This design comes from an exercise in tuning for small area, a short achievable clock period and few clock cycles per item on the open sky130 flow, not from production work.
The RTL was checked by simulation tests, not by an equivalence proof against the original design.
Power and IR drop assume default switching activity.

==> flow/design.v (excerpt) <==
module ssp_xform (
    input  wire        clk,
    input  wire        rst,
    input  wire        cfg_we,
    input  wire [7:0]  cfg_addr,
    input  wire [15:0] cfg_wdata,
    input  wire        cmd_valid,
    output wire        cmd_ready,
    input  wire [63:0] cmd_word,
    output wire        mem_en,
    output wire [14:0] mem_addr,
    input  wire [7:0]  mem_rdata,
    output reg         res_valid,
    input  wire        res_ready,
    output reg  [31:0] res_data,
    output wire [3:0]  res_err
);
    localparam AW = 15;
    reg [AW-1:0]   amask;
    reg [AW:0]     bussize;
    reg [AW:0]     srclen;
    reg            dshare;
    reg [5:0]      gsh;
    reg [4*AW-1:0] aord;     
    reg [3*8-1:0]  dord;     
    reg [3*8-1:0]  eord;
    reg [5*32-1:0] gord;     
    always @(posedge clk) begin
        if (cfg_we) begin
            case (cfg_addr)
                8'h10: amask   <= cfg_wdata[AW-1:0];
                8'h11: bussize <= cfg_wdata[AW:0];
                8'h12: srclen  <= cfg_wdata[AW:0];
                8'h13: dshare  <= cfg_wdata[0];
                8'h16: gsh     <= 6'd32 - cfg_wdata[5:0];
                default: ;
            endcase
        end
    end
    genvar k;
    generate
        for (k = 0; k < AW; k = k + 1) begin : g_aord_wr
            always @(posedge clk)
                if (cfg_we && cfg_addr == 8'h20 + k)
                    aord[4*k +: 4] <= cfg_wdata[3:0];
        end
        for (k = 0; k < 8; k = k + 1) begin : g_dord_wr
            always @(posedge clk) begin
                if (cfg_we && cfg_addr == 8'h40 + k)
                    dord[3*k +: 3] <= cfg_wdata[2:0];
                if (cfg_we && cfg_addr == 8'h48 + k)
                    eord[3*k +: 3] <= cfg_wdata[2:0];
            end
        end
        for (k = 0; k < 32; k = k + 1) begin : g_gord_wr
            always @(posedge clk)
                if (cfg_we && cfg_addr == 8'h60 + k)
                    gord[5*k +: 5] <= cfg_wdata[4:0];
        end
    endgenerate
    reg  s_full;
    reg  rdy_q;
    wire go = !s_full;
    assign cmd_ready = rdy_q;
    wire [7:0] w_op  = cmd_word[7:0];
    wire [1:0] w_sel = cmd_word[9:8];
  ...
Size in the first run: roughly 2,500 cells after synthesis, about 530 flip-flops, about 160 I/O pins, about 33,000 µm² of cells after synthesis.
export LEC_CHECK = 0
export ABC_CLOCK_PERIOD_IN_PS = 3000
export CAP_MARGIN = 20
export CORE_MARGIN = 2
export CORE_UTILIZATION = 60
export SLEW_MARGIN = 20
create_clock -name core_clock -period 10.0 [get_ports {clk}]
standard.sh (not shown) runs the stock make flow with config.mk's settings and CLKGATE_MAP_FILE= SYNTH_SCRIPT=/design/flow/synth_recipe.tcl, a recipe that flattens the netlist after the stock synthesis.
==> flow/flow/run.sh <==
#!/bin/bash
set -euo pipefail
MARGIN=$(cat flow/margin.txt)
bash standard.sh SETUP_SLACK_MARGIN=$MARGIN \
  "BUFFER_PORTS_ARGS=-buffer_cell sky130_fd_sc_hd__buf_2" \
  "CTS_ARGS=-sink_clustering_enable -repair_clock_nets -dont_use_dummy_load -sink_clustering_size 25 -sink_clustering_max_diameter 120" \
  finish > flow_make.log 2>&1
==> flow/flow/margin.txt <==
6.8
Testbench counts at the start, summed over its fixed seeds: cycles 16,032, items 16,000.
Edit:
CORE_UTILIZATION = 50   (was 60)
Flip-flop and latch count stays the same.
Combinational power fell by a few percent.
Global-route usage fell by 5.3 points.
Cell area barely changes.
Die area rises by about a fifth.
Via count went down slightly.
Clock power barely changes.
Wire length hardly moves.
Synthesized area stays the same.
Edit:
==> flow/flow/margin.txt (replaced) <==
6.75
CORE_UTILIZATION = 60   (was 50)
Cell count drops by 5.3%.
Design area went down by 1.5%.
Core utilization rose by 9.9 points.
Routed wire length goes down by 5.0%.
Power falls by 0.89%.
Fmax stays flat.
Non-clock buffer count decreases by 15.
Edit:
==> flow/flow/margin.txt (replaced) <==
6.7
CORE_UTILIZATION = 70   (was 60)
Effect: Area after synthesis does not change. Power is about the same. Worst setup slack degrades by 0.094 ns. Combinational power is about the same. Wire length goes down by a few percent. Critical path depth is unchanged. Via count goes up by a few percent. Non-clock buffer count goes down by 9. Worst hold slack degrades by 0.038 ns.

separate check: timing with driven ports:
In the flow no input, the clock included, has a driving cell. The finished layouts below were timed again as built, in two steps.
Step 1 sets driving cells, clkbuf_16 on the clock port and buf_2 on the other inputs (assumed; they add their load-dependent delay and slew).
Step 2 moves the port delays by t, midway between the first and last clock arrival at a register: inputs arrive t later, outputs are due t later. That takes back most of the time a late clock gives input paths.
a / b / c = ideal ports / drivers / drivers and shift; a / b = the first two.
run | shift t [ns] | setup WS [ns] | worst setup path at the end | worst register clock-pin slew, ns
the first run | 0.648 | 6.684 / 6.622 / 6.079 | input to register | 0.12 / 0.12
the second run | 0.657 | 6.657 / 6.677 / 6.046 | input to register | 0.11 / 0.11
the third run | 0.649 | 6.655 / 6.629 / 6.017 | input to register | 0.11 / 0.11
the fourth run | 0.655 | 6.561 / 6.576 / 5.921 | input to register | 0.11 / 0.11
After both steps every run listed still meets setup and hold. For the fourth run, which loses most, drivers alone change the setup slack by +0.015 ns; drivers and shift together by -0.640 ns.
